Context: an optimization exercise on an open-source flow, tuned for small area. The choices shown serve that exercise and are no tape-out recipe. Only simulation tests tie the RTL to the original design; equivalence was not proved.

===== design/flow/config.mk =====
export PLATFORM = sky130hd
export DESIGN_NAME = n2t_timing_engine
export DESIGN_NICKNAME = n2t_timing_engine
export VERILOG_FILES = /design/flow/design.v
export SDC_FILE = /design/flow/constraint.sdc
export NUM_CORES = 4
export LEC_CHECK = 0
export CAP_MARGIN = 20
export CORE_MARGIN = 2
export CORE_UTILIZATION = 40
export SLEW_MARGIN = 20

===== design/flow/constraint.sdc =====
create_clock -name core_clock -period 70.0 [get_ports {clk}]
set_input_delay 14.0000 -clock core_clock [delete_from_list [all_inputs] [get_ports {clk}]]
set_output_delay 14.0000 -clock core_clock [all_outputs]
set_load 0.01 [all_outputs]

===== design/flow/design.v =====
module n2t_prog_rom (
    input  wire [2:0]  index,
    output reg  [4:0]  len,
    output reg  [15:0] seq0,
    output reg  [15:0] seq1
);
    always @* begin
        case (index)
            3'd0: begin len = 5'd1;  seq0 = 16'h0000; seq1 = 16'h0000; end
            3'd1: begin len = 5'd4;  seq0 = 16'h0006; seq1 = 16'h0003; end
            3'd2: begin len = 5'd8;  seq0 = 16'h00AA; seq1 = 16'h000F; end
            3'd3: begin len = 5'd16; seq0 = 16'h8001; seq1 = 16'hFFFF; end
            3'd4: begin len = 5'd1;  seq0 = 16'h0001; seq1 = 16'h0000; end
            3'd5: begin len = 5'd3;  seq0 = 16'h0005; seq1 = 16'h0003; end
            3'd6: begin len = 5'd12; seq0 = 16'h0A5C; seq1 = 16'h03F0; end
            default: begin len = 5'd7; seq0 = 16'h005A; seq1 = 16'h0033; end
        endcase
    end
endmodule
module n2t_button #(
    parameter [63:0] INTERVAL = 64'd200
) (
    input  wire        clk,
    input  wire        rst,
    input  wire [63:0] now,
    input  wire        pin,
    output reg         state,
    output reg         changed,
    output reg         state_n,
    output reg         changed_n
);
    reg [7:0]  sreg;
    reg [63:0] next_tick;
    reg [7:0]  sreg_n;
    reg [63:0] next_tick_n;
    always @* begin
        sreg_n      = sreg;
        next_tick_n = next_tick;
        state_n     = state;
        changed_n   = 1'b0;
        if (now > next_tick) begin
            next_tick_n = next_tick + INTERVAL;
            sreg_n      = {sreg[6:0], pin};
            if (sreg_n == 8'hFF && !state) begin
                state_n   = 1'b1;
                changed_n = 1'b1;
            end else if (sreg_n == 8'h00 && state) begin
                state_n   = 1'b0;
                changed_n = 1'b1;
            end
        end
    end
    always @(posedge clk) begin
        if (rst) begin
            sreg      <= 8'h00;
            state     <= 1'b0;
            changed   <= 1'b0;
            next_tick <= now;
        end else begin
            sreg      <= sreg_n;
            state     <= state_n;
            changed   <= changed_n;
            next_tick <= next_tick_n;
        end
    end
endmodule
module n2t_out_channel #(
    parameter [63:0] INTERVAL = 64'd20
) (
    input  wire        clk,
    input  wire        rst,
    input  wire [63:0] now,
    input  wire        cmd_set,      
    input  wire        cmd_rev,      
    input  wire [15:0] cmd_value,
    output reg         data_pin,
    output reg         enable_pin,
    output reg         reverse
);
    localparam [1:0] ST_IDLE = 2'd0, ST_PAUSE = 2'd1, ST_DATASET = 2'd2, ST_ENABLESET = 2'd3;
    reg [1:0]  st;
    reg [15:0] data;
    reg [4:0]  bit_cnt;
    reg        last;
    reg [63:0] next_tick;
    wire [3:0] slot = last ? 4'd15 : bit_cnt[3:0];
    wire [3:0] k    = reverse ? (4'd15 - slot) : slot;
    always @(posedge clk) begin
        if (rst) begin
            st         <= ST_IDLE;
            data       <= 16'h0000;
            bit_cnt    <= 5'd0;
            reverse    <= 1'b0;
            last       <= 1'b0;
            next_tick  <= now;
            data_pin   <= 1'b0;
            enable_pin <= 1'b0;
        end else if (cmd_set || cmd_rev) begin
            if (cmd_set) data <= cmd_value;
            if (cmd_rev) reverse <= ~reverse;
            bit_cnt   <= 5'd0;
            last      <= 1'b0;
            st        <= ST_PAUSE;
            next_tick <= now;
        end else if (st != ST_IDLE && now > next_tick) begin
            next_tick <= now + INTERVAL;
            case (st)
                ST_PAUSE: begin
                    data_pin <= data[k];
                    if (!last) bit_cnt <= bit_cnt + 5'd1;
                    st <= ST_DATASET;
                end
                ST_DATASET: begin
                    enable_pin <= 1'b1;
                    st <= ST_ENABLESET;
                end
                default: begin   
                    enable_pin <= 1'b0;
                    if (bit_cnt < 5'd16) begin
                        st <= ST_PAUSE;
                    end else if (!last) begin
                        last <= 1'b1;
                        st   <= ST_PAUSE;
                    end else begin
                        st <= ST_IDLE;
                    end
                end
            endcase
        end
    end
endmodule
module n2t_in_channel #(
    parameter [63:0] INTERVAL = 64'd10
) (
    input  wire        clk,
    input  wire        rst,
    input  wire [63:0] now,
    input  wire        data_in,
    input  wire        cmd_ack,      
    output reg         load_pin,
    output reg         shift_pin,
    output reg         clock_pin,
    output reg  [15:0] data,
    output reg  [15:0] data_mirrored,
    output reg         data_changed
);
    localparam [1:0] ST_IDLE = 2'd0, ST_LOADING = 2'd1, ST_SHIFTOFF = 2'd2, ST_CLOCKON = 2'd3;
    reg [1:0]  st;
    reg [15:0] temp_data;
    reg [15:0] temp_mirrored;
    reg [4:0]  bit_count;
    reg [63:0] next_tick;
    wire [15:0] temp_data_n     = {temp_data[14:0], data_in};
    wire [15:0] temp_mirrored_n = {data_in, temp_mirrored[15:1]};
    always @(posedge clk) begin
        if (rst) begin
            st            <= ST_IDLE;
            data          <= 16'h0000;
            data_mirrored <= 16'h0000;
            temp_data     <= 16'h0000;
            temp_mirrored <= 16'h0000;
            bit_count     <= 5'd0;
            data_changed  <= 1'b0;
            next_tick     <= now;
            load_pin      <= 1'b0;
            shift_pin     <= 1'b0;
            clock_pin     <= 1'b0;
        end else begin
            if (cmd_ack) data_changed <= 1'b0;
            if (now > next_tick) begin
                next_tick <= now + INTERVAL;
                case (st)
                    ST_IDLE: begin
                        load_pin  <= 1'b1;
                        shift_pin <= 1'b0;
                        clock_pin <= 1'b0;
                        st        <= ST_LOADING;
                    end
                    ST_LOADING: begin
                        load_pin  <= 1'b0;
                        shift_pin <= 1'b1;
                        st        <= ST_SHIFTOFF;
                    end
                    ST_SHIFTOFF: begin
                        clock_pin     <= 1'b0;
                        temp_data     <= temp_data_n;
                        temp_mirrored <= temp_mirrored_n;
                        if (bit_count == 5'd15) begin
                            data_changed  <= (temp_data_n != data);
                            data          <= temp_data_n;
                            data_mirrored <= temp_mirrored_n;
                            bit_count     <= 5'd0;
                            st            <= ST_IDLE;
                        end else begin
                            bit_count <= bit_count + 5'd1;
                            st        <= ST_CLOCKON;
                        end
                    end
                    default: begin   
                        clock_pin <= 1'b1;
                        st        <= ST_SHIFTOFF;
                    end
                endcase
            end
        end
    end
endmodule
module n2t_clock_seq #(
    parameter [63:0] TICK_FREQ       = 64'd1000000,
    parameter [15:0] CLK_FREQ_RESET0 = 16'd10000,
    parameter [15:0] CLK_FREQ_RESET1 = 16'd10000,
    parameter [15:0] PROG_FREQ_RESET = 16'd10000,
    parameter [4:0]  PROG0_LEN       = 5'd1
) (
    input  wire        clk,
    input  wire        rst,
    input  wire [63:0] now,
    input  wire [1:0]  btn_state,
    input  wire [1:0]  btn_changed,
    input  wire        cmd_cfreq,
    input  wire        cmd_cauto,
    input  wire        cmd_csync,
    input  wire        cmd_csynco,
    input  wire        cmd_psel,
    input  wire        cmd_pfreq,
    input  wire        cmd_pauto,
    input  wire        cmd_idx,      
    input  wire [15:0] cmd_imm,
    output reg  [1:0]  clk_out,
    output reg  [1:0]  clk_mode,
    output reg  [15:0] clk_freq0,
    output reg  [15:0] clk_freq1,
    output reg  [7:0]  cur_prog,
    output reg  [1:0]  seq_mode
);
    localparam [1:0] SEQ_MANUAL = 2'd0, SEQ_ONESHOT = 2'd1, SEQ_AUTO = 2'd2;
    localparam       CLK_MANUAL = 1'b0;
    localparam [63:0] TF10 = TICK_FREQ * 64'd10;
    localparam [63:0] CLK_TPS_RESET0 = TF10 / ({48'd0, CLK_FREQ_RESET0} * 64'd2);
    localparam [63:0] CLK_TPS_RESET1 = TF10 / ({48'd0, CLK_FREQ_RESET1} * 64'd2);
    localparam [63:0] SEQ_TPS_RESET  = TF10 / ({48'd0, PROG_FREQ_RESET} * {59'd0, PROG0_LEN});
    reg [63:0] clk_next0, clk_next1;
    reg [63:0] clk_tps0, clk_tps1;
    reg [7:0]  seq_step;
    reg [63:0] seq_next;
    reg [63:0] seq_tps;
    reg [15:0] seq_freq;
    wire [4:0]  cur_len;
    wire [15:0] cur_seq0_unused, cur_seq1_unused;
    n2t_prog_rom u_rom_cur (.index(cur_prog[2:0]), .len(cur_len),
                            .seq0(cur_seq0_unused), .seq1(cur_seq1_unused));
    wire [4:0]  sel_len;
    wire [15:0] sel_seq0_unused, sel_seq1_unused;
    n2t_prog_rom u_rom_sel (.index(cmd_imm[2:0]), .len(sel_len),
                            .seq0(sel_seq0_unused), .seq1(sel_seq1_unused));
    wire [7:0]  prog_n = cmd_psel ? cmd_imm[7:0] : cur_prog;
    wire [4:0]  act_len;
    wire [15:0] act_seq0, act_seq1;
    n2t_prog_rom u_rom_act (.index(prog_n[2:0]), .len(act_len),
                            .seq0(act_seq0), .seq1(act_seq1));
    reg  [20:0] div_den;
    always @* begin
        if (cmd_cfreq)      div_den = {4'd0, cmd_imm, 1'b0};               
        else if (cmd_pfreq) div_den = {5'd0, cmd_imm} * {16'd0, cur_len};  
        else if (cmd_psel)  div_den = {5'd0, seq_freq} * {16'd0, sel_len};
        else                div_den = 21'd1;
    end
    wire [23:0] div_q = TF10[23:0] / {3'd0, div_den};
    wire [63:0] new_tps = {40'd0, div_q};
    reg [1:0]  clk_st_n, clk_mode_n;
    reg [63:0] clk_next0_n, clk_next1_n, clk_tps0_n, clk_tps1_n;
    reg [15:0] clk_freq0_n, clk_freq1_n;
    reg [1:0]  seq_mode_n;
    reg [7:0]  seq_step_n;
    reg [63:0] seq_next_n, seq_tps_n;
    reg [15:0] seq_freq_n;
    reg        push;
    reg [3:0]  sig_k;
    always @* begin
        clk_st_n    = clk_out;
        clk_mode_n  = clk_mode;
        clk_next0_n = clk_next0;
        clk_next1_n = clk_next1;
        clk_tps0_n  = clk_tps0;
        clk_tps1_n  = clk_tps1;
        clk_freq0_n = clk_freq0;
        clk_freq1_n = clk_freq1;
        seq_mode_n  = seq_mode;
        seq_step_n  = seq_step;
        seq_next_n  = seq_next;
        seq_tps_n   = seq_tps;
        seq_freq_n  = seq_freq;
        push        = 1'b0;
        sig_k       = 4'd0;
        if (cmd_cfreq) begin
            if (cmd_idx == 1'b0) begin
                clk_freq0_n = cmd_imm;
                clk_tps0_n  = new_tps;
            end else begin
                clk_freq1_n = cmd_imm;
                clk_tps1_n  = new_tps;
            end
        end
        if (cmd_cauto) begin
            clk_mode_n[cmd_idx] = ~clk_mode[cmd_idx];
            if (cmd_idx == 1'b0) clk_next0_n = now;
            else                 clk_next1_n = now;
        end
        if (cmd_csync && cur_prog == 8'd0) begin
            clk_st_n[1] = clk_out[0];
            clk_next1_n = clk_next0;
        end
        if (cmd_csynco && cur_prog == 8'd0) begin
            clk_st_n[1] = clk_out[0];
            clk_next1_n = clk_next0 + clk_tps0;
        end
        if (cmd_psel) begin
            seq_step_n = 8'd0;
            seq_next_n = 64'd0;
            seq_mode_n = SEQ_MANUAL;
            seq_tps_n  = new_tps;
        end
        if (cmd_pfreq) begin
            seq_freq_n = cmd_imm;
            seq_tps_n  = new_tps;
        end
        if (cmd_pauto) begin
            seq_mode_n = (seq_mode == SEQ_MANUAL) ? SEQ_AUTO : SEQ_MANUAL;
            seq_next_n = now;
        end
        if (prog_n == 8'd0) begin
            if (clk_mode_n[0] == CLK_MANUAL) begin
                if (btn_changed[0]) clk_st_n[0] = btn_state[0];
            end else if (now > clk_next0_n) begin
                clk_st_n[0] = ~clk_st_n[0];
                clk_next0_n = clk_next0_n + clk_tps0_n;
            end
            if (clk_mode_n[1] == CLK_MANUAL) begin
                if (btn_changed[1]) clk_st_n[1] = btn_state[1];
            end else if (now > clk_next1_n) begin
                clk_st_n[1] = ~clk_st_n[1];
                clk_next1_n = clk_next1_n + clk_tps1_n;
            end
        end else begin
            case (seq_mode_n)
                SEQ_MANUAL: begin
                    if (btn_changed[0] && btn_state[0]) begin
                        seq_mode_n = SEQ_ONESHOT;
                        seq_next_n = now;
                    end
                    if (btn_changed[1] && btn_state[1]) begin
                        seq_step_n = (seq_step_n + 8'd1 == {3'd0, act_len}) ? 8'd0 : seq_step_n + 8'd1;
                        push = 1'b1;
                    end
                end
                default: begin   
                    if (now > seq_next_n) begin
                        seq_step_n = (seq_step_n + 8'd1 == {3'd0, act_len}) ? 8'd0 : seq_step_n + 8'd1;
                        if (seq_step_n == 8'd0 && seq_mode_n == SEQ_ONESHOT)
                            seq_mode_n = SEQ_MANUAL;
                        seq_next_n = seq_next_n + seq_tps_n;
                        push = 1'b1;
                    end
                end
            endcase
            if (push) begin
                sig_k       = act_len[3:0] - seq_step_n[3:0] - 4'd1;
                clk_st_n[0] = act_seq0[sig_k];
                clk_st_n[1] = act_seq1[sig_k];
            end
        end
    end
    always @(posedge clk) begin
        if (rst) begin
            clk_out   <= 2'b00;
            clk_mode  <= {CLK_MANUAL, CLK_MANUAL};
            clk_next0 <= now;
            clk_next1 <= now;
            clk_tps0  <= CLK_TPS_RESET0;
            clk_tps1  <= CLK_TPS_RESET1;
            clk_freq0 <= CLK_FREQ_RESET0;
            clk_freq1 <= CLK_FREQ_RESET1;
            cur_prog  <= 8'd0;
            seq_mode  <= SEQ_MANUAL;
            seq_step  <= 8'd0;
            seq_next  <= now;
            seq_tps   <= SEQ_TPS_RESET;
            seq_freq  <= PROG_FREQ_RESET;
        end else begin
            clk_out   <= clk_st_n;
            clk_mode  <= clk_mode_n;
            clk_next0 <= clk_next0_n;
            clk_next1 <= clk_next1_n;
            clk_tps0  <= clk_tps0_n;
            clk_tps1  <= clk_tps1_n;
            clk_freq0 <= clk_freq0_n;
            clk_freq1 <= clk_freq1_n;
            cur_prog  <= prog_n;
            seq_mode  <= seq_mode_n;
            seq_step  <= seq_step_n;
            seq_next  <= seq_next_n;
            seq_tps   <= seq_tps_n;
            seq_freq  <= seq_freq_n;
        end
    end
endmodule
module n2t_timing_engine (
    input  wire        clk,
    input  wire        rst,
    input  wire [63:0] tick,
    input  wire [1:0]  btn_in,
    input  wire        in_data,
    input  wire        cmd_valid,
    input  wire [31:0] cmd,
    output wire [1:0]  clk_out,
    output wire [3:0]  out_data,
    output wire [3:0]  out_enable,
    output wire        in_load,
    output wire        in_shift,
    output wire        in_clock,
    output wire [1:0]  btn_state,
    output wire [1:0]  btn_changed,
    output wire [1:0]  clk_mode,
    output wire [15:0] clk_freq0,
    output wire [15:0] clk_freq1,
    output wire [3:0]  out_reversed,
    output wire [15:0] in_word,
    output wire [15:0] in_word_mirrored,
    output wire        in_changed,
    output wire [7:0]  cur_prog,
    output wire [1:0]  seq_mode,
    output reg         cmd_ok
);
    localparam [63:0] TICK_FREQ              = 64'd1000000;
    localparam [63:0] BUTTON_UPDATE_INTERVAL = 64'd200;
    localparam [63:0] OUTPUT_TICK_INTERVAL   = 64'd20;
    localparam [63:0] INPUT_TICK_INTERVAL    = 64'd10;
    localparam [15:0] PROG_COUNT             = 16'd8;
    wire [15:0] imm = cmd[15:0];
    wire is_nop    = (cmd == 32'h00000000);
    wire is_oset   = ((cmd & 32'hFFFC0000) == 32'h01000000);
    wire is_orev   = ((cmd & 32'hFFFCFFFF) == 32'h02000000);
    wire is_psel   = ((cmd & 32'hFFFF0000) == 32'h03000000);
    wire is_cfreq  = ((cmd & 32'hFFFE0000) == 32'h04000000);
    wire is_pfreq  = ((cmd & 32'hFFFF0000) == 32'h05000000);
    wire is_cauto  = ((cmd & 32'hFFFEFFFF) == 32'h06000000);
    wire is_csync  = (cmd == 32'h07000000);
    wire is_csynco = (cmd == 32'h08000000);
    wire is_pauto  = (cmd == 32'h09000000);
    wire is_iack   = (cmd == 32'h0A000000);
    wire psel_ok  = is_psel  && (imm < PROG_COUNT);
    wire cfreq_ok = is_cfreq && (imm != 16'd0);
    wire pfreq_ok = is_pfreq && (imm != 16'd0);
    wire accepted = is_nop || is_oset || is_orev || psel_ok || cfreq_ok || pfreq_ok
                 || is_cauto || is_csync || is_csynco || is_pauto || is_iack;
    wire do_oset   = cmd_valid && is_oset;
    wire do_orev   = cmd_valid && is_orev;
    wire do_psel   = cmd_valid && psel_ok;
    wire do_cfreq  = cmd_valid && cfreq_ok;
    wire do_pfreq  = cmd_valid && pfreq_ok;
    wire do_cauto  = cmd_valid && is_cauto;
    wire do_csync  = cmd_valid && is_csync;
    wire do_csynco = cmd_valid && is_csynco;
    wire do_pauto  = cmd_valid && is_pauto;
    wire do_iack   = cmd_valid && is_iack;
    always @(posedge clk) begin
        if (rst)            cmd_ok <= 1'b1;
        else if (cmd_valid) cmd_ok <= accepted;
    end
    wire [1:0] btn_state_n, btn_changed_n;
    genvar i;
    generate
        for (i = 0; i < 2; i = i + 1) begin : g_btn
            n2t_button #(.INTERVAL(BUTTON_UPDATE_INTERVAL)) u_btn (
                .clk       (clk),
                .rst       (rst),
                .now       (tick),
                .pin       (btn_in[i]),
                .state     (btn_state[i]),
                .changed   (btn_changed[i]),
                .state_n   (btn_state_n[i]),
                .changed_n (btn_changed_n[i])
            );
        end
    endgenerate
    n2t_clock_seq #(
        .TICK_FREQ       (TICK_FREQ),
        .CLK_FREQ_RESET0 (16'd10000),
        .CLK_FREQ_RESET1 (16'd10000),
        .PROG_FREQ_RESET (16'd10000),
        .PROG0_LEN       (5'd1)
    ) u_clock_seq (
        .clk         (clk),
        .rst         (rst),
        .now         (tick),
        .btn_state   (btn_state_n),
        .btn_changed (btn_changed_n),
        .cmd_cfreq   (do_cfreq),
        .cmd_cauto   (do_cauto),
        .cmd_csync   (do_csync),
        .cmd_csynco  (do_csynco),
        .cmd_psel    (do_psel),
        .cmd_pfreq   (do_pfreq),
        .cmd_pauto   (do_pauto),
        .cmd_idx     (cmd[16]),
        .cmd_imm     (imm),
        .clk_out     (clk_out),
        .clk_mode    (clk_mode),
        .clk_freq0   (clk_freq0),
        .clk_freq1   (clk_freq1),
        .cur_prog    (cur_prog),
        .seq_mode    (seq_mode)
    );
    generate
        for (i = 0; i < 4; i = i + 1) begin : g_out
            n2t_out_channel #(.INTERVAL(OUTPUT_TICK_INTERVAL)) u_out (
                .clk        (clk),
                .rst        (rst),
                .now        (tick),
                .cmd_set    (do_oset && cmd[17:16] == i),
                .cmd_rev    (do_orev && cmd[17:16] == i),
                .cmd_value  (imm),
                .data_pin   (out_data[i]),
                .enable_pin (out_enable[i]),
                .reverse    (out_reversed[i])
            );
        end
    endgenerate
    n2t_in_channel #(.INTERVAL(INPUT_TICK_INTERVAL)) u_in (
        .clk           (clk),
        .rst           (rst),
        .now           (tick),
        .data_in       (in_data),
        .cmd_ack       (do_iack),
        .load_pin      (in_load),
        .shift_pin     (in_shift),
        .clock_pin     (in_clock),
        .data          (in_word),
        .data_mirrored (in_word_mirrored),
        .data_changed  (in_changed)
    );
endmodule

===== design/flow/run.sh =====
#!/bin/bash
# synth_recipe.tcl (not shown) runs the flow's synth.tcl, then flattens the netlist and writes it again
# the make line also repeats each setting of config.mk as NAME=value (left out here)
make -C /OpenROAD-flow-scripts/flow DESIGN_CONFIG=/design/flow/config.mk WORK_HOME=/design/flow/orfs CLKGATE_MAP_FILE= SYNTH_SCRIPT=/design/flow/synth_recipe.tcl finish

==> tab_implementation.tex <==
\begin{tabular}{lr}
\hline
Metric & Value \\
\hline
\multicolumn{2}{l}{\textbf{Outcome}} \\
\quad Status & no timing/DRC/antenna violations \\
\multicolumn{2}{l}{\textbf{Worst hold path}} \\
\quad Hold path startpoint & g\_out[2].u\_out.data[6] \\
\quad Kind of path behind the tightest hold check & register to register \\
\multicolumn{2}{l}{\textbf{Detailed routing}} \\
\quad Antenna viol nets, final & 0 \\
\quad DRC violations left & 0 \\
\quad Via density & 5.69 \\
\quad Vias after detailed routing & between 90,000 and 100k \\
\quad WL/cell & 21.2 µm \\
\quad Final wirelength & roughly 350,000 µm \\
\quad Pre-Repair DR Iteration Count & 9 \\
\quad First-iteration detailed-routing DRC count & 7,970 \\
\multicolumn{2}{l}{\textbf{Floorplanning}} \\
\quad Placeable core region & between 0.2 and 0.25 mm² \\
\quad Die Y & 505 µm \\
\quad Top Ports & about 200 \\
\quad Initial cell density of the core & 40.3\% \\
\quad Number of cell rows & 183 \\
\quad Die X-Extent & 505 µm \\
\quad Area enclosed by the die boundary & 0.255 mm² \\
\multicolumn{2}{l}{\textbf{Worst setup path}} \\
\quad Critical Path Start & cmd[6] \\
\quad Slowest stage cell, crit path & or4b\_2 \\
\quad Delay of the slowest cell on the worst path & roughly 590 ps \\
\quad Setup CP Type & primary input to register \\
\quad Element type at the critical path start & primary input \\
\quad Largest driver fanout on the critical path & 18 \\
\quad Endpoint kind of the worst setup timing path & register \\
\quad RR Startpoint & u\_clock\_seq.cur\_prog[0] \\
\quad Reg-to-reg slack, setup & 14,470 ps \\
\quad Critical Path Most Common Cell & a21o\_1 \\
\quad Required time of the critical path & 70,740 ps \\
\quad Data arrival at the endpoint of the critical path & around 70,000 ps \\
\multicolumn{2}{l}{\textbf{Global route}} \\
\quad Number of antenna violations at the first check in global routing & 12 \\
\quad First-pass GRT wire length & 528,000 µm \\
\quad Via count of the first global-routing pass & 87,900 \\
\quad Remaining global-route overflow & 0 \\
\quad Tot GR Track Use & 26.2\% \\
\quad Pin count of the biggest net entering global routing & 113 \\
\multicolumn{2}{l}{\textbf{Synthesis}} \\
\quad Instance count of the mapped netlist & between 10,000 and 15,000 \\
\quad Unique cell type count in the Yosys netlist & 105 \\
\quad Number of enable-type register cells in the synthesized netlist & about 450 \\
\quad Fraction of the yosys area taken by sequential cells & $\sim$26\% \\
\quad Dominant synthesized flop cell & dfxtp\_1 \\
\quad Most repeated cell in the gate-level netlist after synthesis & ha\_1 \\
\quad Fraction of synthesized cell area taken by the top area cell type & 15.5\% \\
\quad Net Count, Synth & 14,000 \\
\quad Commonest cells in the synthesized netlist & ha\_1 (1,245), nand2\_1 (1,219), a21oi\_1 (1,176), nor2\_1 (1,047), inv\_1 (951) \\
\quad Netlist Area Pre-Place & 0.100 mm² \\
\quad Post-synthesis register bit count & approximately 1,100 \\
\quad Number of warnings reported in the yosys synthesis log & 6 \\
\quad Average cell area after synthesis & 8.00 µm² \\
\quad Cell type with the largest total area after synthesis & ha\_1 \\
\quad Dominant cells by area after synthesis & ha\_1 (16\%), edfxtp\_1 (13\%), dfxtp\_1 (12\%) \\
\quad Async set-reset flop share out of synthesis & 0\% \\
\multicolumn{2}{l}{\textbf{Placed design}} \\
\quad PortBufs & 200 \\
\quad HPWL after DPL & 258,000 µm \\
\quad Place WS & -1530 ps \\
\quad Post-placement cell area & 0.108 mm² \\
\quad Post-Place Cells & 16,000 \\
\quad Routability cong. & 0.961 \\
\multicolumn{2}{l}{\textbf{Clocking}} \\
\quad Cell at the root of the clock tree & clkbuf\_16 \\
\quad \# clock sinks & between 1,000 and 1,500 \\
\quad CTS tree & done \\
\quad Clk buf depth & 3 \\
\quad \# H-tree levels & 4 \\
\quad Clock transition at path regs & roughly 60 ps \\
\quad Clock buffer count from CTS & 131 \\
\quad Clock latency reported for the late side of the worst-skew pair & between 800 and 900 ps \\
\multicolumn{2}{l}{\textbf{Cells and area}} \\
\quad Area Overhead vs Synth & 14.1\% \\
\quad Final nets & roughly 14,000 \\
\quad Fraction of layout instances using a drive strength above 1 & 9.69\% \\
\quad Count of non-filler cells in the finished layout & 16,300 \\
\quad Final core utilization & 46.0\% \\
\quad Fillcell total & 24,800 \\
\quad Layout Cell Area excl Fill & approximately 0.11 mm² \\
\multicolumn{2}{l}{\textbf{Timing}} \\
\quad Worst hold slack & 448 ps \\
\quad Setup\_tns & 0 ps \\
\quad Number of pins exceeding their max-slew limit in the final report & 0 \\
\quad Peak clock frequency supported by timing & between 10 and 15 MHz \\
\quad Post-route minimum period & 67,650 ps \\
\quad Final worst clock skew & 50.2 ps \\
\quad Slew Limit Headroom & 21.1\% \\
\quad Slew of the pin with the lowest slew margin & 1170 ps \\
\quad Part of the cycle the worst path needs & 96.6\% \\
\quad Total setup violations reported at the end of the flow & 0 \\
\quad Hold Fails Final Rpt & 0 \\
\quad Worst-case setup margin in the final layout & 2350 ps \\
\multicolumn{2}{l}{\textbf{Job}} \\
\quad Maxcap violations & 0 \\
\hline
\end{tabular}
cell families (layout without fill, tap and decap cells):
| group | after synthesis | in the layout | share of synthesized area [%] |
|---|---|---|---|
| simple gates | 4250 | 4250 | 20.5 |
| compound gates | 3219 | 3219 | 19.9 |
| buf+inv | 1529 | 1973 | 5.87 |
| fa+ha+maj | 1334 | 1334 | 17.3 |
| flops | 1071 | 1071 | 25.8 |
| xor+xnor | 894 | 894 | 7.81 |
| mux | 241 | 241 | 2.74 |
| other cells | 0 | 1 | 0 |
area by class of cell:
| class | count | area, µm² | share of cell area [%] |
|---|---|---|---|
| tap | 3330 | 4170 | 3.64 |
| clock inverter | 59 | 609 | 0.533 |
| antenna | 1 | 2.50 | 0.00219 |
| multi-input combinational | 9938 | 69900 | 61.1 |
| sequential | 1071 | 25900 | 22.7 |
| inverter | 957 | 3600 | 3.15 |
| timing repair buffer | 776 | 6450 | 5.63 |
| clock buffer | 181 | 3710 | 3.24 |
state kept, by name, indices dropped and copies added (netlist names), 5 cells and up:
| register | count |
|---|---|
| u_clock_seq.clk_freq1 | 16 |
| g_btn.u_btn.sreg | 14 |
| u_clock_seq.seq_step | 8 |
| u_in.next_tick | 64 |
| u_clock_seq.seq_tps | 64 |
| u_clock_seq.clk_tps1 | 64 |
| u_clock_seq.seq_next | 64 |
| g_btn.u_btn.next_tick | 128 |
| g_out.u_out.data | 64 |
| u_clock_seq.seq_freq | 16 |
| u_in.temp_mirrored | 14 |
| g_out.u_out.bit_cnt | 20 |
| u_clock_seq.clk_next0 | 64 |
| u_clock_seq.cur_prog | 8 |
| u_clock_seq.clk_freq0 | 16 |
| g_out.u_out.next_tick | 256 |
| u_clock_seq.clk_next1 | 64 |
| u_clock_seq.clk_tps0 | 64 |
| u_in.bit_count | 5 |
| u_in.data_mirrored | 15 |
| g_out.u_out.st | 8 |
cells in the final DEF, fill, tap and decap left out, types with 155 or more instances in the layout:
master	synthesis	layout
a21o_1	390	389
and2_1	266	262
edfxtp_1	448	448
clkdlybuf4s50_1	0	183
a21oi_1	1176	1136
o21ai_0	691	648
nor2_1	1047	1026
xor2_1	424	423
nor3_1	179	168
nand2b_1	188	187
nand2_1	1219	1206
xnor2_1	470	469
inv_1	951	951
buf_4	33	558
dfxtp_1	623	623
nand4_1	226	226
ha_1	1245	1220
nor2b_1	162	155
nand3_1	312	307
and3_1	329	328
worst max-delay path, delay by kind of cell:
family | cells | cell delay [ps]
simple gates | 74 | 12380
compound gates | 141 | 26460
mux | 8 | 2300
buf+inv | 27 | 4130
fa+ha+maj | 29 | 9000
per-layer routing:
metal	part of all wire [%]	vias up	routed length, µm	global-route usage, %
li1	-	45200	-	-
met1	46	43900	159000	36.8
met2	43	3038	150000	40.8
met3	7.7	594	26600	4.49
met4	3.1	2	10800	7.81
met5	0.0038	-	13	0
repair_timing:
action | 4_1_cts | 5_1_grt
gates resized for setup | 13 | 249
hold buffers | 0 | 0
hold endpoints to repair | 0 | 0
pin swaps | 2 | 104
setup endpoints to repair | 20 | 192
setup buffers | 1 | 63
cloned | 0 | 1
path summary, 6_finish.rpt:
| check | end | depth (start not counted) |
|---|---|---|
| worst max-delay path | u_clock_seq.clk_next1[62] | 279 |
| worst min-delay path | g_out[2].u_out.data[6] | 2 |
| worst max register to register | u_clock_seq.clk_next1[62] | 281 |
| worst min register to register | g_out[2].u_out.data[6] | 2 |

[separate check: timing with driven ports]
How much do the figures lean on ideal ports? The routed layout below was timed once more, with nothing changed but the port constraints.
Step 1 sets driving cells, clkbuf_16 on the clock port and buf_2 on the other inputs (assumed; they add their load-dependent delay and slew).
Step 2 also shifts input and output timing later by t, the mid clock arrival at the registers, as if the neighbouring blocks saw the same clock.
Slacks: ideal / step 1 / step 2; pairs: ideal / step 1.
t, ns: 0.880
slack for setup (ns): 2.345 / 2.410 / 1.530
hold slack, ns: 0.448 / 0.448 / 0.448
worst setup path at the end: input to register
worst slew at a driven data input, ns: 0.14
After both steps setup and hold are still met in this run. The setup slack of this run moves by +0.065 ns with the drivers and by -0.815 ns with both steps.
